Source: an optimization exercise on an open RTL-to-GDS flow (aim: small area, a short achievable clock period and few clock cycles). Production flows keep margins and buffers that such runs may drop. RTL that was checked went through simulation tests only; none was proved equivalent to the original. No functional check of the RTL was part of run 4. No run shown here takes its clock network from TritonCTS; it comes from the design's own scripts or RTL. The clock port is modelled as an ideal driver, which makes a skipped or thinned clock tree look cheaper than it is; a real chip needs a root buffer or a tree. No activity file was given, so power comes from the tool's default toggle rates.

`flow/config.mk`:
```
export PLATFORM = sky130hd
export DESIGN_NAME = rle_export
export DESIGN_NICKNAME = rle_export
export VERILOG_FILES = /design/flow/design.v
export SDC_FILE = /design/flow/constraint.sdc
export NUM_CORES = 4
export LEC_CHECK = 0
export ABC_AREA = 1
export CAP_MARGIN = 20
export CORE_MARGIN = 2
export CORE_UTILIZATION = 40
export CTS_BUF_LIST = sky130_fd_sc_hd__clkbuf_8
export PLACE_DENSITY = 0.85
export SLEW_MARGIN = 20
```
`flow/constraint.sdc`:
```
create_clock -name core_clock -period 23.0 [get_ports {clk}]
set_input_delay 4.6000 -clock core_clock [delete_from_list [all_inputs] [get_ports {clk}]]
set_output_delay 4.6000 -clock core_clock [all_outputs]
set_load 0.01 [all_outputs]
```
`flow/design.v`:
```
module rle_export (
    input  wire        clk,
    input  wire        rst,         
    input  wire        start,
    input  wire [15:0] cfg_w,
    input  wire [15:0] cfg_h,
    input  wire [15:0] cfg_tilew,
    input  wire [4:0]  cfg_levels,
    input  wire        cfg_invert,
    output wire        busy,
    output wire        done,
    output reg  [7:0]  errcode,
    input  wire        pix_valid,
    output wire        pix_ready,
    input  wire [23:0] pix_rgb,
    output reg         out_valid,
    input  wire        out_ready,
    output reg  [7:0]  out_byte,
    output reg         out_last
);
    reg busy_r, done_r, pix_ready_r, in_act;
    reg idle;                    
    reg first;                   
    reg e11_r, e21_r, eany_r;
    assign busy      = busy_r;
    assign done      = done_r;
    assign pix_ready = pix_ready_r;
    always @(*) errcode = {2'b00, e21_r, e11_r, 3'b000, eany_r};
    reg bad_levels_q, bad_tile_q, empty_q;
    wire cfg_ok = !bad_levels_q && !bad_tile_q && !empty_q;
    reg [15:0] w_q, t_q;
    reg [3:0]  m_q;              
    reg        inv_q;
    reg [15:0] col, tile, row;
    wire last_col  = (col  == 16'd1);
    wire last_tile = (tile == 16'd1);
    wire last_row  = (row  == 16'd1);
    wire last_pix  = last_col && last_row;
    wire penult    = (last_row && (col == 16'd2)) ||
                     (last_col && (w_q == 16'd1) && (row == 16'd2));
    wire take = pix_valid && pix_ready_r;
    reg        skid_valid;
    wire       en = !skid_valid;
    wire [7:0] in_r = pix_rgb[23:16];
    wire [7:0] in_g = pix_rgb[15:8];
    wire [7:0] in_b = pix_rgb[7:0];
    reg        v1;
    reg [7:0]  sum1, car1;
    wire take_last = take && (v1 ? penult : last_pix);
    wire [9:0] q_sum = {2'b00, sum1} + {1'b0, car1, 1'b0};
    wire [9:0] q_int = ({1'b0, q_sum} + 11'd1) / 11'd3;
    reg [1:0]  pc2;
    reg [7:0]  int2;
    wire [11:0] q_p0  = m_q[0] ? {4'd0, int2}       : 12'd0;
    wire [11:0] q_p1  = m_q[1] ? {3'd0, int2, 1'b0} : 12'd0;
    wire [11:0] q_p2  = m_q[2] ? {2'd0, int2, 2'b0} : 12'd0;
    wire [11:0] q_p3  = m_q[3] ? {1'd0, int2, 3'b0} : 12'd0;
    wire [11:0] q_y   = q_p0 + q_p1 + q_p2 + q_p3 + 12'd128;
    wire [12:0] q_z   = {1'b0, q_y} + {9'd0, q_y[11:8]};
    wire [3:0]  q_lvl = q_z[11:8];
    reg [1:0]  pcA;
    reg [3:0]  lvlA;
    wire       vA = pcA != 2'b00;
    function [3:0] f_nib;        
        input [7:0] lvm;
        begin
            case (lvm)
            8'h00: f_nib = 4'd0;
            8'h01: f_nib = 4'd0;
            8'h02: f_nib = 4'd0;
            8'h03: f_nib = 4'd0;
            8'h04: f_nib = 4'd0;
            8'h05: f_nib = 4'd0;
            8'h06: f_nib = 4'd0;
            8'h07: f_nib = 4'd0;
            8'h08: f_nib = 4'd0;
            8'h09: f_nib = 4'd0;
            8'h0A: f_nib = 4'd0;
            8'h0B: f_nib = 4'd0;
            8'h0C: f_nib = 4'd0;
            8'h0D: f_nib = 4'd0;
            8'h0E: f_nib = 4'd0;
            8'h0F: f_nib = 4'd0;
            8'h10: f_nib = 4'd15;
            8'h11: f_nib = 4'd15;
            8'h12: f_nib = 4'd8;
            8'h13: f_nib = 4'd5;
            8'h14: f_nib = 4'd4;
            8'h15: f_nib = 4'd3;
            8'h16: f_nib = 4'd3;
            8'h17: f_nib = 4'd2;
            8'h18: f_nib = 4'd2;
            8'h19: f_nib = 4'd2;
            8'h1A: f_nib = 4'd2;
            8'h1B: f_nib = 4'd1;
            8'h1C: f_nib = 4'd1;
            8'h1D: f_nib = 4'd1;
            8'h1E: f_nib = 4'd1;
            8'h1F: f_nib = 4'd1;
            8'h20: f_nib = 4'd15;
            8'h21: f_nib = 4'd10;
            8'h22: f_nib = 4'd15;
            8'h23: f_nib = 4'd10;
            8'h24: f_nib = 4'd8;
            8'h25: f_nib = 4'd6;
            8'h26: f_nib = 4'd5;
            8'h27: f_nib = 4'd4;
            8'h28: f_nib = 4'd4;
            8'h29: f_nib = 4'd3;
            8'h2A: f_nib = 4'd3;
            8'h2B: f_nib = 4'd3;
            8'h2C: f_nib = 4'd3;
            8'h2D: f_nib = 4'd2;
            8'h2E: f_nib = 4'd2;
            8'h2F: f_nib = 4'd2;
            8'h30: f_nib = 4'd15;
            8'h31: f_nib = 4'd15;
            8'h32: f_nib = 4'd15;
            8'h33: f_nib = 4'd15;
            8'h34: f_nib = 4'd11;
            8'h35: f_nib = 4'd9;
            8'h36: f_nib = 4'd8;
            8'h37: f_nib = 4'd6;
            8'h38: f_nib = 4'd6;
            8'h39: f_nib = 4'd5;
            8'h3A: f_nib = 4'd5;
            8'h3B: f_nib = 4'd4;
            8'h3C: f_nib = 4'd4;
            8'h3D: f_nib = 4'd3;
            8'h3E: f_nib = 4'd3;
            8'h3F: f_nib = 4'd3;
            8'h40: f_nib = 4'd15;
            8'h41: f_nib = 4'd12;
            8'h42: f_nib = 4'd10;
            8'h43: f_nib = 4'd9;
            8'h44: f_nib = 4'd15;
            8'h45: f_nib = 4'd12;
            8'h46: f_nib = 4'd10;
            8'h47: f_nib = 4'd9;
            8'h48: f_nib = 4'd8;
            8'h49: f_nib = 4'd7;
            8'h4A: f_nib = 4'd6;
            8'h4B: f_nib = 4'd5;
            8'h4C: f_nib = 4'd5;
            8'h4D: f_nib = 4'd5;
            8'h4E: f_nib = 4'd4;
            8'h4F: f_nib = 4'd4;
            8'h50: f_nib = 4'd15;
            8'h51: f_nib = 4'd15;
            8'h52: f_nib = 4'd13;
            8'h53: f_nib = 4'd11;
            8'h54: f_nib = 4'd15;
            8'h55: f_nib = 4'd15;
            8'h56: f_nib = 4'd13;
            8'h57: f_nib = 4'd11;
            8'h58: f_nib = 4'd9;
            8'h59: f_nib = 4'd8;
            8'h5A: f_nib = 4'd8;
            8'h5B: f_nib = 4'd7;
            8'h5C: f_nib = 4'd6;
            8'h5D: f_nib = 4'd6;
            8'h5E: f_nib = 4'd5;
            8'h5F: f_nib = 4'd5;
            8'h60: f_nib = 4'd15;
            8'h61: f_nib = 4'd13;
            8'h62: f_nib = 4'd15;
            8'h63: f_nib = 4'd13;
            8'h64: f_nib = 4'd15;
            8'h65: f_nib = 4'd13;
            8'h66: f_nib = 4'd15;
            8'h67: f_nib = 4'd13;
            8'h68: f_nib = 4'd11;
            8'h69: f_nib = 4'd10;
            8'h6A: f_nib = 4'd9;
            8'h6B: f_nib = 4'd8;
            8'h6C: f_nib = 4'd8;
            8'h6D: f_nib = 4'd7;
            8'h6E: f_nib = 4'd6;
            8'h6F: f_nib = 4'd6;
            8'h70: f_nib = 4'd15;
            8'h71: f_nib = 4'd15;
            8'h72: f_nib = 4'd15;
            8'h73: f_nib = 4'd15;
            8'h74: f_nib = 4'd15;
            8'h75: f_nib = 4'd15;
            8'h76: f_nib = 4'd15;
            8'h77: f_nib = 4'd15;
            8'h78: f_nib = 4'd13;
            8'h79: f_nib = 4'd12;
            8'h7A: f_nib = 4'd11;
            8'h7B: f_nib = 4'd10;
            8'h7C: f_nib = 4'd9;
            8'h7D: f_nib = 4'd8;
            8'h7E: f_nib = 4'd8;
            8'h7F: f_nib = 4'd7;
            8'h80: f_nib = 4'd15;
            8'h81: f_nib = 4'd13;
            8'h82: f_nib = 4'd12;
            8'h83: f_nib = 4'd11;
            8'h84: f_nib = 4'd10;
            8'h85: f_nib = 4'd9;
            8'h86: f_nib = 4'd9;
            8'h87: f_nib = 4'd8;
            8'h88: f_nib = 4'd15;
            8'h89: f_nib = 4'd13;
            8'h8A: f_nib = 4'd12;
            8'h8B: f_nib = 4'd11;
            8'h8C: f_nib = 4'd10;
            8'h8D: f_nib = 4'd9;
            8'h8E: f_nib = 4'd9;
            8'h8F: f_nib = 4'd8;
            8'h90: f_nib = 4'd15;
            8'h91: f_nib = 4'd15;
            8'h92: f_nib = 4'd14;
            8'h93: f_nib = 4'd12;
            8'h94: f_nib = 4'd11;
            8'h95: f_nib = 4'd10;
            8'h96: f_nib = 4'd10;
            8'h97: f_nib = 4'd9;
            8'h98: f_nib = 4'd15;
            8'h99: f_nib = 4'd15;
            8'h9A: f_nib = 4'd14;
            8'h9B: f_nib = 4'd12;
            8'h9C: f_nib = 4'd11;
            8'h9D: f_nib = 4'd10;
            8'h9E: f_nib = 4'd10;
            8'h9F: f_nib = 4'd9;
            8'hA0: f_nib = 4'd15;
            8'hA1: f_nib = 4'd14;
            8'hA2: f_nib = 4'd15;
            8'hA3: f_nib = 4'd14;
            8'hA4: f_nib = 4'd13;
            8'hA5: f_nib = 4'd12;
            8'hA6: f_nib = 4'd11;
            8'hA7: f_nib = 4'd10;
            8'hA8: f_nib = 4'd15;
            8'hA9: f_nib = 4'd14;
            8'hAA: f_nib = 4'd15;
            8'hAB: f_nib = 4'd14;
            8'hAC: f_nib = 4'd13;
            8'hAD: f_nib = 4'd12;
            8'hAE: f_nib = 4'd11;
            8'hAF: f_nib = 4'd10;
            8'hB0: f_nib = 4'd15;
            8'hB1: f_nib = 4'd15;
            8'hB2: f_nib = 4'd15;
            8'hB3: f_nib = 4'd15;
            8'hB4: f_nib = 4'd14;
            8'hB5: f_nib = 4'd13;
            8'hB6: f_nib = 4'd12;
            8'hB7: f_nib = 4'd11;
            8'hB8: f_nib = 4'd15;
            8'hB9: f_nib = 4'd15;
            8'hBA: f_nib = 4'd15;
            8'hBB: f_nib = 4'd15;
            8'hBC: f_nib = 4'd14;
            8'hBD: f_nib = 4'd13;
            8'hBE: f_nib = 4'd12;
            8'hBF: f_nib = 4'd11;
            8'hC0: f_nib = 4'd15;
            8'hC1: f_nib = 4'd14;
            8'hC2: f_nib = 4'd13;
            8'hC3: f_nib = 4'd12;
            8'hC4: f_nib = 4'd15;
            8'hC5: f_nib = 4'd14;
            8'hC6: f_nib = 4'd13;
            8'hC7: f_nib = 4'd12;
            8'hC8: f_nib = 4'd15;
            8'hC9: f_nib = 4'd14;
            8'hCA: f_nib = 4'd13;
            8'hCB: f_nib = 4'd12;
            8'hCC: f_nib = 4'd15;
            8'hCD: f_nib = 4'd14;
            8'hCE: f_nib = 4'd13;
            8'hCF: f_nib = 4'd12;
            8'hD0: f_nib = 4'd15;
            8'hD1: f_nib = 4'd15;
            8'hD2: f_nib = 4'd14;
            8'hD3: f_nib = 4'd13;
            8'hD4: f_nib = 4'd15;
            8'hD5: f_nib = 4'd15;
            8'hD6: f_nib = 4'd14;
            8'hD7: f_nib = 4'd13;
            8'hD8: f_nib = 4'd15;
            8'hD9: f_nib = 4'd15;
            8'hDA: f_nib = 4'd14;
            8'hDB: f_nib = 4'd13;
            8'hDC: f_nib = 4'd15;
            8'hDD: f_nib = 4'd15;
            8'hDE: f_nib = 4'd14;
            8'hDF: f_nib = 4'd13;
            8'hE0: f_nib = 4'd15;
            8'hE1: f_nib = 4'd14;
            8'hE2: f_nib = 4'd15;
            8'hE3: f_nib = 4'd14;
            8'hE4: f_nib = 4'd15;
            8'hE5: f_nib = 4'd14;
            8'hE6: f_nib = 4'd15;
            8'hE7: f_nib = 4'd14;
            8'hE8: f_nib = 4'd15;
            8'hE9: f_nib = 4'd14;
            8'hEA: f_nib = 4'd15;
            8'hEB: f_nib = 4'd14;
            8'hEC: f_nib = 4'd15;
            8'hED: f_nib = 4'd14;
            8'hEE: f_nib = 4'd15;
            8'hEF: f_nib = 4'd14;
            8'hF0: f_nib = 4'd15;
            8'hF1: f_nib = 4'd15;
            8'hF2: f_nib = 4'd15;
            8'hF3: f_nib = 4'd15;
            8'hF4: f_nib = 4'd15;
            8'hF5: f_nib = 4'd15;
            8'hF6: f_nib = 4'd15;
            8'hF7: f_nib = 4'd15;
            8'hF8: f_nib = 4'd15;
            8'hF9: f_nib = 4'd15;
            8'hFA: f_nib = 4'd15;
            8'hFB: f_nib = 4'd15;
            8'hFC: f_nib = 4'd15;
            8'hFD: f_nib = 4'd15;
            8'hFE: f_nib = 4'd15;
            8'hFF: f_nib = 4'd15;
            endcase
        end
    endfunction
    reg [1:0]  pcB;
    reg [3:0]  lvlB;
    reg [3:0]  cnt;              
    wire       vB   = pcB != 2'b00;
    wire       eocB = pcB[1];
    wire       eofB = pcB == 2'b11;
    wire b_proc = vB && (eocB || vA);
    wire b_ends = eocB || (cnt == 4'd15) || (lvlA != lvlB);
    wire b_load = !vB || eocB || vA;
    wire emit   = en && b_proc && b_ends;
    wire [7:0] byteB = {cnt, f_nib({lvlB, m_q})};
    reg [7:0] skid_byte;
    reg       skid_last;
    reg  out_empty;              
    wire out_free = out_empty || out_ready;
    wire last_out = !out_empty && out_ready && out_last;
    wire busy_n   = idle ? start : first ? cfg_ok : !last_out;
    wire out_valid_n = out_free ? (skid_valid || emit) : 1'b1;
    always @(posedge clk) begin
        if (idle) begin
            w_q   <= cfg_w;
            t_q   <= cfg_tilew;
            m_q   <= cfg_levels[3:0] - 4'd1;
            inv_q <= cfg_invert;
        end
        bad_levels_q <= (cfg_levels < 5'd2) || (cfg_levels > 5'd16);
        bad_tile_q   <= (cfg_tilew == 16'd0);
        empty_q      <= (cfg_w == 16'd0) || (cfg_h == 16'd0);
        e11_r  <= first && bad_levels_q;
        e21_r  <= first && !bad_levels_q && bad_tile_q;
        eany_r <= first && (bad_levels_q || bad_tile_q);
        if (first || (en && v1)) begin
            col  <= (first || last_col) ? w_q : col - 16'd1;
            tile <= (first || last_col || last_tile) ? t_q : tile - 16'd1;
        end
        if (idle)
            row <= cfg_h;
        else if (en && v1 && last_col)
            row <= row - 16'd1;
        if (en) begin
            sum1 <= in_r ^ in_g ^ in_b;
            car1 <= (in_r & in_g) | (in_r & in_b) | (in_g & in_b);
            int2 <= q_int[7:0] ^ {8{inv_q}};
            lvlA <= q_lvl;
            if (b_load)
                lvlB <= lvlA;
        end
        if (!skid_valid) begin
            skid_byte <= byteB;
            skid_last <= eofB;
        end
        if (out_free) begin
            out_byte <= skid_valid ? skid_byte : byteB;
            out_last <= skid_valid ? skid_last : eofB;
        end
        if (rst) begin
            busy_r      <= 1'b0;
            idle        <= 1'b1;
            first       <= 1'b0;
            done_r      <= 1'b0;
            in_act      <= 1'b0;
            pix_ready_r <= 1'b0;
            v1          <= 1'b0;
            pc2         <= 2'b00;
            pcA         <= 2'b00;
            pcB         <= 2'b00;
            cnt         <= 4'd0;
            out_valid   <= 1'b0;
            out_empty   <= 1'b1;
            skid_valid  <= 1'b0;
        end else begin
            busy_r <= busy_n;
            idle   <= !busy_n;
            first <= idle && start;
            if (idle) begin
                done_r      <= 1'b0;
                in_act      <= 1'b0;
                pix_ready_r <= 1'b0;
            end else if (first) begin
                done_r      <= !cfg_ok;
                in_act      <= cfg_ok;
                pix_ready_r <= cfg_ok;
            end else begin
                done_r <= last_out;
                if (take_last)
                    in_act <= 1'b0;
                pix_ready_r <= in_act && !take_last &&
                               !(!out_free && (skid_valid || emit));
            end
            if (en) begin
                v1  <= take;
                pc2 <= !v1 ? 2'b00 : last_pix ? 2'b11 :
                       (last_col || last_tile) ? 2'b10 : 2'b01;
                pcA <= pc2;
                if (b_load)
                    pcB <= pcA;
                if (b_proc)
                    cnt <= b_ends ? 4'd0 : cnt + 4'd1;
            end
            out_valid <= out_valid_n;
            out_empty <= !out_valid_n;
            if (out_free)
                skid_valid <= 1'b0;
            else if (emit)
                skid_valid <= 1'b1;
        end
    end
endmodule
```
`flow/flow/run.sh`:
```
#!/bin/bash
# The standard layout with four changes in how it is made:
#  - synthesis is the standard synthesis script, run with ORFS's scripts
#    except for ABC's area script (flow/abc_area.script, an area-recovering
#    mapping); registers are mapped before ABC runs, so they are the same;
#  - the port buffers are buf_1 cells (repair upsizes the ones on critical
#    paths) instead of the slow default buffer that buffer_ports picks;
#  - timing repair aims for more setup slack than the clock period needs;
#  - the clock tree is a balanced two-level tree built by flow/cts_manual.tcl
#    in place of TritonCTS (the clock port drives 4 buffers).
set -euo pipefail
export BUFFER_PORTS_ARGS="-buffer_cell sky130_fd_sc_hd__buf_1"
export SETUP_SLACK_MARGIN=17.7
export PRE_CTS_TCL="$PWD/flow/cts_manual.tcl"
rm -rf scripts_abc
cp -r "$FLOW_HOME/scripts" scripts_abc
cp flow/abc_area.script scripts_abc/abc_area.script
SCRIPTS_DIR="$PWD/scripts_abc" bash standard.sh synth > synth.log 2>&1
bash standard.sh > standard.log 2>&1
```
`flow/flow/abc_area.script`:
```
&get -n
&st
&dch
&nf -a
&put
topo
```
`flow/flow/cts_manual.tcl`:
```
# Sourced by ORFS's cts.tcl before its clock_tree_synthesis call (PRE_CTS_TCL).
# Replaces TritonCTS with a shallow, balanced two-level tree: the clock port
# drives NR root buffers, each root drives a contiguous group of the NB leaf
# buffers, and each leaf buffer drives one cluster of flip-flops, the
# clusters found by capacitated k-means on the flip-flops' positions.
# All registers see the same number of buffers between the port and their
# clock pin.

set ::cts_nb 12
set ::cts_nr 4
set ::cts_leaf sky130_fd_sc_hd__clkbuf_8
set ::cts_root sky130_fd_sc_hd__clkbuf_8

proc manual_leaves {nb master_name} {
  set db [ord::get_db]
  set block [ord::get_db_block]
  set clk [$block findNet clk]
  set master [$db findMaster $master_name]
  set sinks {}
  foreach it [$clk getITerms] {
    if {[[$it getMTerm] getName] eq "CLK"} { lappend sinks $it }
  }
  set pts {}
  foreach it $sinks {
    set bb [[$it getInst] getBBox]
    lappend pts [list [expr {([$bb xMin]+[$bb xMax])/2}] [expr {([$bb yMin]+[$bb yMax])/2}]]
  }
  set n [llength $pts]
  set die [$block getDieArea]
  set W [$die dx]; set H [$die dy]
  set g [expr {int(ceil(sqrt($nb)))}]
  set rows [expr {($nb + $g - 1) / $g}]
  set cents {}
  for {set k 0} {$k < $nb} {incr k} {
    lappend cents [list [expr {($k % $g + 0.5) * $W / $g}] [expr {(int($k / $g) + 0.5) * $H / $rows}]]
  }
  set cap [expr {int(ceil(double($n) / $nb)) + 2}]
  for {set iter 0} {$iter < 30} {incr iter} {
    set pairs {}
    for {set i 0} {$i < $n} {incr i} {
      lassign [lindex $pts $i] x y
      for {set k 0} {$k < $nb} {incr k} {
        lassign [lindex $cents $k] cx cy
        lappend pairs [list [expr {abs($x-$cx)+abs($y-$cy)}] $i $k]
      }
    }
    set pairs [lsort -real -index 0 $pairs]
    set assign [lrepeat $n -1]
    set cnt [lrepeat $nb 0]
    foreach p $pairs {
      lassign $p d i k
      if {[lindex $assign $i] >= 0} continue
      if {[lindex $cnt $k] >= $cap} continue
      lset assign $i $k
      lset cnt $k [expr {[lindex $cnt $k] + 1}]
    }
    set sx [lrepeat $nb 0.0]; set sy [lrepeat $nb 0.0]
    for {set i 0} {$i < $n} {incr i} {
      set k [lindex $assign $i]
      lassign [lindex $pts $i] x y
      lset sx $k [expr {[lindex $sx $k] + $x}]
      lset sy $k [expr {[lindex $sy $k] + $y}]
    }
    for {set k 0} {$k < $nb} {incr k} {
      set c [lindex $cnt $k]
      if {$c > 0} { lset cents $k [list [expr {[lindex $sx $k]/$c}] [expr {[lindex $sy $k]/$c}]] }
    }
  }
  for {set k 0} {$k < $nb} {incr k} {
    set net [odb::dbNet_create $block "clknet_leaf_$k"]
    $net setSigType CLOCK
    set inst [odb::dbInst_create $block $master "clkbuf_leaf_$k"]
    lassign [lindex $cents $k] cx cy
    $inst setLocation [expr {int($cx)}] [expr {int($cy)}]
    $inst setPlacementStatus PLACED
    $inst setSourceType TIMING
    [$inst findITerm A] connect $clk
    [$inst findITerm X] connect $net
    set nets($k) $net
  }
  for {set i 0} {$i < $n} {incr i} {
    set it [lindex $sinks $i]
    $it disconnect
    $it connect $nets([lindex $assign $i])
  }
  puts "manual clock tree: $n sinks in $nb clusters of $cnt"
}

proc manual_roots {nr master_name} {
  set db [ord::get_db]
  set block [ord::get_db_block]
  set clk [$block findNet clk]
  set master [$db findMaster $master_name]
  set lx {}
  foreach it [$clk getITerms] {
    set bb [[$it getInst] getBBox]
    lappend lx [list [$bb xMin] [$bb yMin] $it]
  }
  set lx [lsort -integer -index 0 $lx]
  set nl [llength $lx]
  set per [expr {int(ceil(double($nl) / $nr))}]
  for {set r 0} {$r < $nr} {incr r} {
    set grp [lrange $lx [expr {$r * $per}] [expr {($r + 1) * $per - 1}]]
    if {[llength $grp] == 0} continue
    set sx 0; set sy 0
    foreach e $grp { set sx [expr {$sx + [lindex $e 0]}]; set sy [expr {$sy + [lindex $e 1]}] }
    set net [odb::dbNet_create $block "clknet_root_$r"]
    $net setSigType CLOCK
    set inst [odb::dbInst_create $block $master "clkbuf_root_$r"]
    $inst setLocation [expr {$sx / [llength $grp]}] [expr {$sy / [llength $grp]}]
    $inst setPlacementStatus PLACED
    $inst setSourceType TIMING
    [$inst findITerm A] connect $clk
    [$inst findITerm X] connect $net
    foreach e $grp { set it [lindex $e 2]; $it disconnect; $it connect $net }
  }
  puts "manual clock tree: $nl leaf buffers under $nr root buffers"
}

rename clock_tree_synthesis orfs_clock_tree_synthesis
proc clock_tree_synthesis {args} {
  global cts_nb cts_nr cts_leaf cts_root
  manual_leaves $cts_nb $cts_leaf
  manual_roots $cts_nr $cts_root
  set_propagated_clock [all_clocks]
}
```
`flow/standard.sh`:
```
#!/bin/bash
# synth_recipe.tcl (not shown) runs the flow's synth.tcl, then flattens the netlist and writes it again
# the make line also repeats each setting of config.mk as NAME=value (left out here)
make -C /OpenROAD-flow-scripts/flow DESIGN_CONFIG=/design/flow/config.mk WORK_HOME=/design/flow/orfs CLKGATE_MAP_FILE= SYNTH_SCRIPT=/design/flow/synth_recipe.tcl "${@:-finish}"
```
==> impl_metrics.yaml, run 1 <==
pwr:
  power_mw: 1.173
  vdd_ir_drop_max_mv: 0.07273
  cellLeakagePower_nw: 3.712
  power_density_nw_per_um2: 115.7
cells_and_area:
  fill_cells: 1986
  instances_no_fill: 1246
  diodes: 0
  final_nets: 1124
  area_delta_synth_final_pct: 12.68
  layout_common_cells: "edfxtp_1 (126), nand2_1 (89), nor2_1 (84)"
  drive_gt1_share_pct: 6.522
  mostFrequentLayoutCell: "edfxtp_1"
floorplan:
  io_pins: 104
  dieArea_sq_um: 23720
  chipHeight_microns: 154
  fp-row-count: 54
  dieWidth_microns: 154
  start_util_pct: 40.99
  core_sq_um: 21960
status:
  status: "finished clean"
routing:
  initialDrtViolationCount: 455
  ant_nets: 0
  wire_per_inst_microns: 14.54
  firstDrtPassIters: 5
  route.detailed.drc: 0
  viasPerCell: 5.333
  vias: 6645
  wl_microns: 18120
critical_path:
  path_delay_family: "flip-flops"
  required_ps: 18400
  path_max_fanout: 2
  critPathSlowestCell: "edfxtp_1"
  start_kind: "register"
  worst-setup-path-type: "reg2out"
  worstRegToRegCells: 22
  regToRegSetupSlack_ps: 17790
  r2r_end: "int2[0]$_DFFE_PN_"
  slowest_delay_ps: 390
  path_buf_inv: 1
  critical_path.cell_chain: "clkbuf_2"
  rr_startpoint: "sum1[0]$_DFFE_PN_"
  cp.arrival_ps: 820
  end_kind: "primary output"
timing:
  clock_skew_ps: 29.30
  fmax_mhz: 184.6
  slew_headroom_pct: 38.67
  rsz0062_at_grt: "yes"
  period_share_pct: 23.55
  tightest_slew_ps: 920.0
  maxSlewViolCount: 0
  finalHoldViolCount: 0
  period_minus_slack_ps: 5417
  report.final.setup_viol: 0
  setup_tns_ps: 0
global_route:
  antenna_found_initial: 1
  grt_pass1_vias: 6401
  grt_pass1_wl_microns: 29280
  grt_start_max_net_pins: 73
  track_usage_pct: 14.42
  grt-ovfl-total: 0
place:
  dp_cells: 1219
  gp_congestion: 0.8393
  place_hpwl_microns: 13270
  port_buffers: 98
yosys:
  synth-seq-cells: 161
  ys_warn_count: 1
  ys_seq_area_share_pct: 49.83
  ys_types: 57
  netlist_instances: 839
  netlist_area_sq_um: 9000
  ys.flop_type: "edfxtp_1"
  async_reset_ff_share_pct: 0
  syn_area_per_cell_sq_um: 10.73
  synth_edf_count: 126
clocking:
  clk_pin_slew_ps: 80
  insertion_delay_ps: 300
hold_path:
  hold_end: "skid_byte[7]$_DFF_P_"
  holdCritPathClass: "reg2reg"
  holdPathStages: 1
  min-delay-start: "skid_byte[7]$_DFF_P_"
flow_run:
  maxCapViolCount: 0
cells by family (layout without fill, tap and decap cells):
| kind of cell | after synthesis | in the layout | synth area share (%) |
|---|---|---|---|
| other | 1 | 5 | 0.04167 |
| DFF | 161 | 161 | 49.83 |
| adders and majority gates | 73 | 73 | 12.07 |
| buffers and inverters | 51 | 174 | 2.461 |
| AOI/OAI and AO/OA | 180 | 180 | 11.71 |
| xor gates and xnor gates | 78 | 78 | 7.591 |
| and+or+nand+nor | 282 | 282 | 14.64 |
| muxes | 13 | 13 | 1.668 |
per-stage QoR:
| stage | util, % | worst slack (ps) | instance area (sq um) | hold WS (ps) |
|---|---|---|---|---|
| after floorplan | - | 17690 | 9017 | 407.6 |
| after global placement | 44.24 | 17450 | 9714 | 446.9 |
| after detailed placement | 44.36 | 17420 | 9742 | 456.7 |
| after CTS | 45.60 | 17570 | 10010 | 479.5 |
| after global routing | 46.18 | 17450 | 10140 | 506.2 |
| final | 46.18 | 17580 | 10140 | 473.9 |
where the power goes:
group	switching (mW)	internal [mW]	total (mW)
sequential	0.0435	0.382	0.425
combinational	0.334	0.268	0.602
clock	0.0827	0.0630	0.146
per-layer routing:
layer	up-vias	global-route usage, %	share of wire, %	wire length, microns
li1	3276	-	-	-
met1	3157	19.22	45	8113
met4	0	3.293	2.1	376
met3	20	1.099	4.4	803
met5	-	0	0	0
met2	192	25.69	49	8826
cells in the mapped netlist, types with 15 or more instances:
cell | number | area (sq um)
nor4_1 | 24 | 150.1
xnor2_1 | 40 | 350.3
edfxtp_1 | 126 | 3784
clkinv_1 | 43 | 161.4
fa_1 | 23 | 460.4
nand2_1 | 89 | 334.1
and2_0 | 15 | 93.84
xor2_1 | 38 | 332.8
ha_1 | 50 | 625.6
nor2_1 | 84 | 315.3
nor3_1 | 22 | 110.1
dfxtp_1 | 35 | 700.7
a21oi_1 | 74 | 370.4
o21ai_0 | 54 | 270.3
final cells by class, without the clock buffers:
cell class | count | area, sq um | area share [%]
Sequential cell | 161 | 4493 | 44.31
Multi-Input combinational cell | 631 | 4357 | 42.96
Timing Repair Buffer | 115 | 559.3 | 5.515
Tap cell | 280 | 350.3 | 3.455
Inverter | 43 | 161.4 | 1.592
how the worst max path moves through the flow:
stage               slack [ps]           endpoint          startpoint  cells past startpoint
floorplan                17690  sum1[0]$_DFFE_PN_          pix_rgb[0]                      1
global placement         17450  busy_r$_SDFF_PP0_                 rst                      4
detailed placement       17420  busy_r$_SDFF_PP0_                 rst                      4
CTS                      17570           out_last  out_last$_DFFE_PP_                      1
global route             17450  int2[0]$_DFFE_PN_   sum1[0]$_DFFE_PN_                     24
finish                   17580           out_last  out_last$_DFFE_PP_                      1
registers in the layout, indices dropped and copies added (netlist names), 2 cells and up:
signal,flops
int2,8
pc2,2
car1,8
sum1,8
pcB,2
pcA,2
lvlA,4
w_q,16
row,16
lvlB,4
t_q,16
tile,16
out_byte,8
col,16
skid_byte,8
cnt,4
m_q,4
repair_timing:
action / 4_1_cts / 5_1_grt
resized for setup: 13 / 23
buffers inserted: 3 / 8
setup endpoints to repair: 18 / 24
pin swaps: 2 / 4
hold buffers: 0 / 0
Testbench counts, summed over its fixed seeds: cycles 64,768.
==> run 2, diff against run 1 <==
--- a/flow/flow/run.sh
+++ b/flow/flow/run.sh
@@ -10,7 +10,7 @@
 #    in place of TritonCTS (the clock port drives 4 buffers).
 set -euo pipefail
 export BUFFER_PORTS_ARGS="-buffer_cell sky130_fd_sc_hd__buf_1"
-export SETUP_SLACK_MARGIN=17.7
+export SETUP_SLACK_MARGIN=17.8
 export PRE_CTS_TCL="$PWD/flow/cts_manual.tcl"
 rm -rf scripts_abc
 cp -r "$FLOW_HOME/scripts" scripts_abc
==> impl_metrics.yaml, run 2 <==
critical_path:
  required_ps: 18400
  end_kind: "primary output"
  cp.arrival_ps: 820
  rr_startpoint: "sum1[0]$_DFFE_PN_"
  start_kind: "register"
  cp_num_cells: 1
  path_delay_family: "flip-flops"
  path_max_fanout: 2
  critPathSlowestCell: "edfxtp_1"
  critical_path.cell_chain: "clkbuf_2"
  slowest_delay_ps: 390
  worstRegToRegCells: 22
  path_buf_inv: 1
  startpoint: "out_last$_DFFE_PP_"
  worst-setup-path-type: "reg2out"
yosys:
  yosysTopAreaCell: "edfxtp_1"
  synth_area_leaders: "edfxtp_1 (42%), dfxtp_1 (7.8%), ha_1 (7.0%)"
  synth_common_cells: "edfxtp_1 (126), nand2_1 (89), nor2_1 (84)"
  ys_types: 57
  syn_area_per_cell_sq_um: 10.73
  ys_seq_area_share_pct: 49.83
  netlist_area_sq_um: 9000
  synth_edf_count: 126
  netlist_instances: 839
  synth-seq-cells: 161
  yosysTopAreaCellShare_pct: 42.04
  ys_warn_count: 1
  synth.most_common_cell: "edfxtp_1"
  async_reset_ff_share_pct: 0
  ys.flop_type: "edfxtp_1"
timing:
  maxSlewViolCount: 0
  clock_skew_ps: 25.40
  finalHoldViolCount: 0
  period_minus_slack_ps: 5422
  period_share_pct: 23.57
  slew_headroom_pct: 38.69
  rsz0062_at_grt: "yes"
  setup_tns_ps: 0
  fmax_mhz: 184.4
  fin_hold_ws_ps: 470.2
  report.final.setup_viol: 0
  tightest_slew_ps: 919.6
status:
  status: "finished clean"
global_route:
  globalRouteMet1Util_pct: 19.81
  antenna_found_initial: 0
  grt_use_met2_pct: 25.75
  busiest_layer: "met2"
  track_usage_pct: 14.70
  grt_pass1_vias: 6480
  grt_start_max_net_pins: 74
  grt-ovfl-total: 0
  grt_pass1_wl_microns: 29890
  globalRouteMet3Util_pct: 1.297
place:
  port_buffers: 98
  place_hpwl_microns: 13210
  place_area_sq_um: 9773
  gp_congestion: 0.8313
pwr:
  vdd_ir_drop_max_mv: 0.08450
  p_sw_mw: 0.4665
  power_mw: 1.185
  seqPwrFrac_pct: 36.0
  power.internal_mw: 0.7188
  combPwrFrac_pct: 51.6
  power_density_nw_per_um2: 116.1
  cellLeakagePower_nw: 3.725
  p_clk_share_pct: 12.3
  p_sw_share_pct: 39.36
cells_and_area:
  area_delta_synth_final_pct: 13.43
  design_area_sq_um: 10210
  final_nets: 1126
  layout_common_cells: "edfxtp_1 (126), nand2_1 (89), nor2_1 (84)"
  regArea_sq_um: 4491
  final_util_pct: 46.49
  fill_cells: 1973
  mostFrequentLayoutCell: "edfxtp_1"
  diodes: 0
  drive_gt1_share_pct: 8.471
  multiInputGateArea_sq_um: 4408
routing:
  route.detailed.drc: 0
  ant_nets: 0
  vias: 6604
  wl_microns: 17980
  viasPerCell: 5.292
  initialDrtViolationCount: 401
  wire_per_inst_microns: 14.41
  firstDrtPassIters: 4
clocking:
  insertion_delay_ps: 300
  clk_pin_slew_ps: 90
hold_path:
  min-delay-start: "skid_byte[6]$_DFF_P_"
  holdCritPathClass: "reg2reg"
  holdPathStages: 1
floorplan:
  chipHeight_microns: 154
  core_sq_um: 21960
  fp-row-count: 54
  start_util_pct: 40.99
  dieArea_sq_um: 23720
  io_pins: 104
  dieWidth_microns: 154
flow_run:
  maxCapViolCount: 0
[run 2: cell types whose count changed in the layout (fill, tap and decap cells not counted), moves of 2 or more]
| cell | change |
|---|---|
| a21oi_2 | +3 |
| buf_4 | +2 |
| clkinv_1 | -2 |
| a21oi_1 | -3 |
| clkinv_2 | +2 |
| fa_2 | +8 |
| fa_1 | -8 |
[run 2: cell families (layout without fill, tap and decap cells)]
| kind of cell | Yosys count | count (layout) | share of synthesized area (%) |
|---|---|---|---|
| compound gates | 180 | 180 | 11.71 |
| fa+ha+maj | 73 | 73 | 12.07 |
| other cells | 1 | 5 | 0.04167 |
| buf+inv | 51 | 176 | 2.461 |
| xor+xnor | 78 | 78 | 7.591 |
| simple gates | 282 | 282 | 14.64 |
| mux | 13 | 13 | 1.668 |
| flops | 161 | 161 | 49.83 |
[run 2: through the flow]
step | cells | worst slack [ps]
5_1_grt | 1248 | 17400
6_report | 1248 | 17580
4_1_cts | 1236 | 17570
3_3_place_gp | 1217 | 17440
3_5_place_dp | 1218 | 17350
2_1_floorplan | 843 | 17710
[run 2: path summary, 6_finish.rpt]
| path | endpoint | slack, ps |
|---|---|---|
| setup reg to reg | int2[0]$_DFFE_PN_ | 17800 |
| hold reg to reg | skid_byte[6]$_DFF_P_ | 470 |
| hold / removal | skid_byte[6]$_DFF_P_ | 470 |
| setup / recovery | out_last | 17580 |
[run 2: power by group through the flow]
stage	sequential (mW)	combinational, mW	clock (mW)
floorplan	0.426	0.440	0
global placement	0.432	0.518	0
detailed placement	0.435	0.551	0
CTS	0.428	0.560	0.151
global route	0.434	0.696	0.160
finish	0.427	0.612	0.146
[run 2: area by class of cell, without the clock buffers]
cell class / instances / area share [%]
timing repair buffer: 117 / 5.638
sequential: 161 / 43.99
tap: 280 / 3.432
multi-input combinational: 631 / 43.18
inverter: 43 / 1.606
[run 2: metal layers]
| metal | vias to the layer above | routed length (microns) |
|---|---|---|
| met5 | - | 0 |
| met4 | 0 | 464 |
| met1 | 3128 | 8022 |
| li1 | 3282 | - |
| met3 | 31 | 717 |
| met2 | 163 | 8776 |
[run 2: repair_timing]
| action | in CTS | in global routing |
|---|---|---|
| gates resized for setup | 16 | 24 |
| hold buffers | 0 | 0 |
| setup endpoints to repair | 21 | 23 |
| setup buffers | 2 | 12 |
| pin swaps | 0 | 4 |
==> run 3, diff against run 2 <==
--- a/flow/flow/run.sh
+++ b/flow/flow/run.sh
@@ -10,7 +10,7 @@
 #    in place of TritonCTS (the clock port drives 4 buffers).
 set -euo pipefail
 export BUFFER_PORTS_ARGS="-buffer_cell sky130_fd_sc_hd__buf_1"
-export SETUP_SLACK_MARGIN=17.8
+export SETUP_SLACK_MARGIN=17.6
 export PRE_CTS_TCL="$PWD/flow/cts_manual.tcl"
 rm -rf scripts_abc
 cp -r "$FLOW_HOME/scripts" scripts_abc
==> impl_metrics.yaml, run 3 <==
yosys:
  ys.flop_type: "edfxtp_1"
  synth_common_cells: "edfxtp_1 (126), nand2_1 (89), nor2_1 (84)"
  netlist_instances: 839
  netlist_area_sq_um: 9000
  synth_area_leaders: "edfxtp_1 (42%), dfxtp_1 (7.8%), ha_1 (7.0%)"
  ys_seq_area_share_pct: 49.83
  async_reset_ff_share_pct: 0
  yosysTopAreaCellShare_pct: 42.04
  syn_area_per_cell_sq_um: 10.73
  ys_types: 57
  yosysTopAreaCell: "edfxtp_1"
  ys_warn_count: 1
  synth-seq-cells: 161
  synth_edf_count: 126
  synth.most_common_cell: "edfxtp_1"
timing:
  finalWorstSetupSlack_ps: 17600
  finalHoldViolCount: 0
  tightest_slew_ps: 906.8
  report.final.setup_viol: 0
  period_share_pct: 23.48
  fmax_mhz: 185.2
  clock_skew_ps: 28.48
  fin_hold_ws_ps: 473.0
  period_minus_slack_ps: 5399
  rsz0062_at_grt: "yes"
  maxSlewViolCount: 0
  setup_tns_ps: 0
  slew_headroom_pct: 39.47
routing:
  viasPerCell: 5.333
  firstDrtPassIters: 5
  initialDrtViolationCount: 483
  vias: 6645
  ant_nets: 0
  wl_microns: 17660
  wire_per_inst_microns: 14.18
  route.detailed.drc: 0
global_route:
  grt_start_max_net_pins: 73
  grt_pass1_wl_microns: 29060
  antenna_found_initial: 0
  grt-ovfl-total: 0
  track_usage_pct: 14.24
  grt_pass1_vias: 6394
place:
  place_hpwl_microns: 13010
  port_buffers: 98
  dp_cells: 1218
  gp_congestion: 0.8371
  place_ws_ps: 17430
  place_area_sq_um: 9714
floorplan:
  dieArea_sq_um: 23720
  core_sq_um: 21960
  chipHeight_microns: 154
  start_util_pct: 40.99
  dieWidth_microns: 154
  io_pins: 104
  fp-row-count: 54
critical_path:
  path_buf_inv: 1
  cp_num_cells: 1
  path_delay_family: "flip-flops"
  end_kind: "primary output"
  critPathSlowestCell: "edfxtp_1"
  cp.arrival_ps: 800
  required_ps: 18400
  slowest_delay_ps: 380
  worstRegToRegCells: 22
  critical_path.cell_chain: "clkbuf_2"
  path_max_fanout: 2
  start_kind: "register"
  worst-setup-path-type: "reg2out"
hold_path:
  holdPathStages: 1
  holdCritPathClass: "reg2reg"
cells_and_area:
  mostFrequentLayoutCell: "edfxtp_1"
  multiInputGateArea_sq_um: 4365
  final_nets: 1124
  area_delta_synth_final_pct: 12.36
  final_util_pct: 46.05
  drive_gt1_share_pct: 5.901
  fill_cells: 1990
  design_area_sq_um: 10110
  layout_common_cells: "edfxtp_1 (126), nand2_1 (89), buf_1 (87)"
  instances_no_fill: 1246
  diodes: 0
  regArea_sq_um: 4487
clocking:
  clk_pin_slew_ps: 80
  insertion_delay_ps: 310
  hold_buffers: 0
pwr:
  power_density_nw_per_um2: 114.9
  combPwrFrac_pct: 51.0
  p_sw_share_pct: 39.03
  vdd_ir_drop_max_mv: 0.07796
  power_mw: 1.162
  p_clk_share_pct: 12.5
  power.internal_mw: 0.7086
  cellLeakagePower_nw: 3.686
  seqPwrFrac_pct: 36.5
  p_sw_mw: 0.4536
flow_run:
  maxCapViolCount: 0
status:
  status: "finished clean"
## run 3: cell types whose count changed in the layout (fill, tap and decap cells not counted), sizes merged
cell / change
buf: -4
clkbuf: +2
## run 3: kinds of logic (layout without fill, tap and decap cells)
group / Yosys count / in the layout / synth area share (%)
compound gates: 180 / 180 / 11.71
xor+xnor: 78 / 78 / 7.591
fa+ha+maj: 73 / 73 / 12.07
buf+inv: 51 / 174 / 2.461
flops: 161 / 161 / 49.83
mux: 13 / 13 / 1.668
other cells: 1 / 5 / 0.04167
simple gates: 282 / 282 / 14.64
## run 3: layout make-up, without the clock buffers
cell class,count,share of cell area [%]
Timing Repair Buffer,115,5.221
Inverter,43,1.596
Multi-Input combinational cell,631,43.17
Tap cell,280,3.464
Sequential cell,161,44.37
## run 3: layer usage
layer | track usage [%] | wire length (microns) | vias to the layer above
met5 | 0 | 0 | -
met4 | 3.427 | 422 | 0
met3 | 1.043 | 769 | 29
met2 | 24.75 | 8416 | 191
met1 | 19.45 | 8055 | 3144
li1 | - | - | 3281
## run 3: power groups by stage
stage          Combinational [mW]  Clock, mW  Sequential, mW
3_3_place_gp                0.519          0           0.430
3_5_place_dp                0.550          0           0.433
4_1_cts                     0.565      0.150           0.426
2_1_floorplan               0.439          0           0.426
6_report                    0.593      0.145           0.424
5_1_grt                     0.678      0.158           0.431
## run 3: path summary, 6_finish.rpt
kind	to	start	slack (ps)
max	out_last	out_last$_DFFE_PP_	17600
min	skid_byte[7]$_DFF_P_	skid_byte[7]$_DFF_P_	470
max reg2reg	int2[0]$_DFFE_PN_	sum1[0]$_DFFE_PN_	17900
min reg2reg	skid_byte[7]$_DFF_P_	skid_byte[7]$_DFF_P_	470
## run 3: repair_timing
action	CTS	global route
endpoints found under the setup margin	5	17
endpoints found under the hold margin	0	0
gates resized for setup	7	20
pin swaps	2	5
gates cloned	0	0
setup buffers	2	10
==> run 4, diff against run 3 <==
--- a/flow/design.v
+++ b/flow/design.v
@@ -337,7 +337,7 @@
     wire [7:0] byteB = {cnt, f_nib({lvlB, m_q})};
     reg [7:0] skid_byte;
     reg       skid_last;
-    reg  out_empty;              
+    wire out_empty = !out_valid;
     wire out_free = out_empty || out_ready;
     wire last_out = !out_empty && out_ready && out_last;
     wire busy_n   = idle ? start : first ? cfg_ok : !last_out;
@@ -392,7 +392,6 @@
             pcB         <= 2'b00;
             cnt         <= 4'd0;
             out_valid   <= 1'b0;
-            out_empty   <= 1'b1;
             skid_valid  <= 1'b0;
         end else begin
             busy_r <= busy_n;
@@ -424,7 +423,6 @@
                     cnt <= b_ends ? 4'd0 : cnt + 4'd1;
             end
             out_valid <= out_valid_n;
-            out_empty <= !out_valid_n;
             if (out_free)
                 skid_valid <= 1'b0;
             else if (emit)
==> impl_metrics.yaml, run 4 <==
status:
  status: "finished clean"
floorplan:
  fp-row-count: 54
  dieArea_sq_um: 23740
  dieWidth_microns: 154.1
  chipHeight_microns: 154.1
  start_util_pct: 41.03
  core_sq_um: 21960
  io_pins: 104
critical_path:
  end_kind: "primary output"
  path_max_fanout: 2
  start_kind: "register"
  startpoint: "out_last$_DFFE_PN_"
  cp.arrival_ps: 850
  r2r_end: "int2[0]$_DFFE_PN_"
  critical_path.cell_chain: "clkbuf_2"
  path_delay_family: "flip-flops"
  critPathSlowestCell: "edfxtp_1"
  required_ps: 18400
  worst-setup-path-type: "reg2out"
  rr_startpoint: "sum1[0]$_DFFE_PN_"
  cp_num_cells: 1
  regToRegSetupSlack_ps: 17860
  crit_path_end: "out_last"
  worstRegToRegCells: 21
  slowest_delay_ps: 410
  path_buf_inv: 1
timing:
  setup_tns_ps: 0
  period_minus_slack_ps: 5446
  rsz0062_at_grt: "yes"
  report.final.setup_viol: 0
  clock_skew_ps: 31.91
  fmax_mhz: 183.6
  finalHoldViolCount: 0
  finalWorstSetupSlack_ps: 17550
  fin_hold_ws_ps: 473.0
  slew_headroom_pct: 41.54
  maxSlewViolCount: 0
  period_share_pct: 23.68
  tightest_slew_ps: 876.9
clocking:
  clk_pin_slew_ps: 100
  hold_buffers: 0
  insertion_delay_ps: 300
cells_and_area:
  drive_gt1_share_pct: 5.147
  layout_common_cells: "edfxtp_1 (126), buf_1 (89), nand2_1 (84)"
  instances_no_fill: 1232
  mostFrequentLayoutCell: "edfxtp_1"
  area_delta_synth_final_pct: 11.75
  final_nets: 1110
  diodes: 0
place:
  place_ws_ps: 17390
  place_hpwl_microns: 13210
  port_buffers: 98
  dp_cells: 1209
  gp_congestion: 0.8679
yosys:
  synth_edf_count: 126
  ys_types: 57
  yosysTopAreaCellShare_pct: 42.00
  netlist_area_sq_um: 9009
  synthAdderAreaFrac_pct: 12.06
  ys_seq_area_share_pct: 49.56
  ys.flop_type: "edfxtp_1"
  synth_xor_area_share_pct: 7.583
  synthSimpleGateAreaFrac_pct: 13.94
  ys_warn_count: 1
  async_reset_ff_share_pct: 0
  synth_area_leaders: "edfxtp_1 (42%), dfxtp_1 (7.6%), ha_1 (6.9%)"
  netlist_instances: 830
  synth.area.mux_share_pct: 1.542
  synth_common_cells: "edfxtp_1 (126), nand2_1 (84), nor2_1 (72)"
  synth.most_common_cell: "edfxtp_1"
  synth_compound_area_share_pct: 12.82
  yosysTopAreaCell: "edfxtp_1"
  synth_top_family_by_area: "simple AND/OR/NAND/NOR gates"
  synth-seq-cells: 160
  syn_area_per_cell_sq_um: 10.85
routing:
  ant_nets: 0
  viasPerCell: 5.377
  wl_microns: 17920
  vias: 6625
  route.detailed.drc: 0
  wire_per_inst_microns: 14.54
  firstDrtPassIters: 5
  initialDrtViolationCount: 415
pwr:
  p_clk_share_pct: 13.5
  p_sw_share_pct: 38.49
  power.internal_mw: 0.6662
  vdd_ir_drop_max_mv: 0.07172
  p_sw_mw: 0.4168
  cellLeakagePower_nw: 3.636
  combPwrFrac_pct: 48.3
  seqPwrFrac_pct: 38.2
  power_density_nw_per_um2: 107.6
global_route:
  grt_pass1_wl_microns: 29890
  grt-ovfl-total: 0
  grt_pass1_vias: 6437
  track_usage_pct: 14.77
  grt_start_max_net_pins: 75
  antenna_found_initial: 0
hold_path:
  holdCritPathClass: "reg2reg"
flow_run:
  maxCapViolCount: 0
run 4: changes by cell type in the layout (fill, tap and decap cells not counted), sizes merged, moves of 3 or more:
cell / change
a31o: +3
clkbuf: -4
nand2: -5
a21o: +3
a32oi: +3
o211ai: +3
nand4: +3
o311ai: -3
nor3: -4
a21oi: -10
nor2: -12
run 4: kinds of logic after synthesis:
logic type / count (synthesis)
and+or+nand+nor: 265
AOI/OAI and AO/OA: 190
DFF: 160
xor gates and xnor gates: 78
adders and majority gates: 73
buffers and inverters: 51
muxes: 12
other: 1
run 4: layout make-up, without the clock buffers:
type | instances | area, sq um
Timing Repair Buffer | 110 | 485.5
Fill cell | 1960 | 11890
Inverter | 43 | 161.4
Sequential cell | 160 | 4474
Multi-Input combinational cell | 623 | 4375
Tap cell | 280 | 350.3
run 4: power groups by stage:
stage                     sequential, mW  combinational, mW  clock, mW
after floorplan                    0.413              0.409          0
after global placement             0.419              0.481          0
after detailed placement           0.422              0.508          0
after CTS                          0.415              0.515      0.150
after global routing               0.420              0.605      0.160
final                              0.414              0.523      0.146
run 4: metal layers:
metal | share of wire [%] | up-vias | routed length, microns | track usage, %
met5 | 0 | - | 0 | 0
met4 | 2.4 | 0 | 431 | 3.427
met3 | 4.4 | 31 | 788 | 1.212
met2 | 48 | 169 | 8551 | 25.88
met1 | 45 | 3157 | 8148 | 19.97
li1 | - | 3268 | - | -
run 4: worst min path at each step:
stage                               startpoint                    to  slack (ps)  cells past startpoint
final                     skid_byte[4]$_DFF_P_  skid_byte[4]$_DFF_P_         470                      1
after global routing      skid_byte[5]$_DFF_P_  skid_byte[5]$_DFF_P_         500                      1
after CTS                  pc2[0]$_SDFFE_PP0N_   pc2[0]$_SDFFE_PP0N_         470                      2
after detailed placement  skid_byte[4]$_DFF_P_  skid_byte[4]$_DFF_P_         450                      1
after global placement    skid_byte[7]$_DFF_P_  skid_byte[7]$_DFF_P_         440                      1
after floorplan           bad_levels_q$_DFF_P_         e21_r$_DFF_P_         410                      1
run 4: per-stage QoR:
step / utilization (%) / power (mW) / cell area, sq um
floorplan: - / 0.8222 / 9024
global placement: 44.28 / 0.9006 / 9723
detailed placement: 44.28 / 0.9293 / 9723
CTS: 45.44 / 1.080 / 9978
global route: 45.85 / 1.185 / 10070
finish: 45.85 / 1.083 / 10070
run 4: timing repair:
action / in CTS / in global routing
setup endpoints to repair: 11 / 18
gates cloned: 0 / 0
hold endpoints to repair: 0 / 0
setup buffers: 0 / 7
resized for setup: 12 / 13
pin swaps: 0 / 0

## re-timing with driven ports
How much do the figures lean on ideal ports? The routed layouts below were timed once more, with nothing changed but the port constraints.
Step 1 (the two cells are an assumption about what drives the block):
set clk [get_ports {clk}]
set_driving_cell -lib_cell sky130_fd_sc_hd__clkbuf_16 $clk
set_driving_cell -lib_cell sky130_fd_sc_hd__buf_2 [delete_from_list [all_inputs] $clk]
Step 2, shift: input delay + t, output delay - t, t = (earliest + latest rising clock arrival at the registers) / 2. This alone moves slack from input paths to output paths.
Three values: ideal, step 1, step 2; two values: the first two.
run | t (ns) | setup slack, ns | hold slack, ns | clock arrival spread, ns | slew at the worst register clock pin (ns)
run 1 | 0.354 | 17.583 / 17.518 / 17.510 | 0.474 / 0.474 / 0.474 | 0.030 / 0.030 | 0.10 / 0.10
run 2 | 0.355 | 17.578 / 17.513 / 17.539 | 0.470 / 0.470 / 0.470 | 0.026 / 0.025 | 0.10 / 0.10
run 3 | 0.360 | 17.601 / 17.531 / 17.448 | 0.473 / 0.473 / 0.473 | 0.028 / 0.029 | 0.09 / 0.09
run 4 | 0.360 | 17.554 / 17.482 / 17.411 | 0.473 / 0.473 / 0.473 | 0.034 / 0.034 | 0.10 / 0.10
After both steps every run listed still meets setup and hold. For run 3, which loses most, drivers alone change the setup slack by -0.070 ns; drivers and shift together by -0.153 ns.
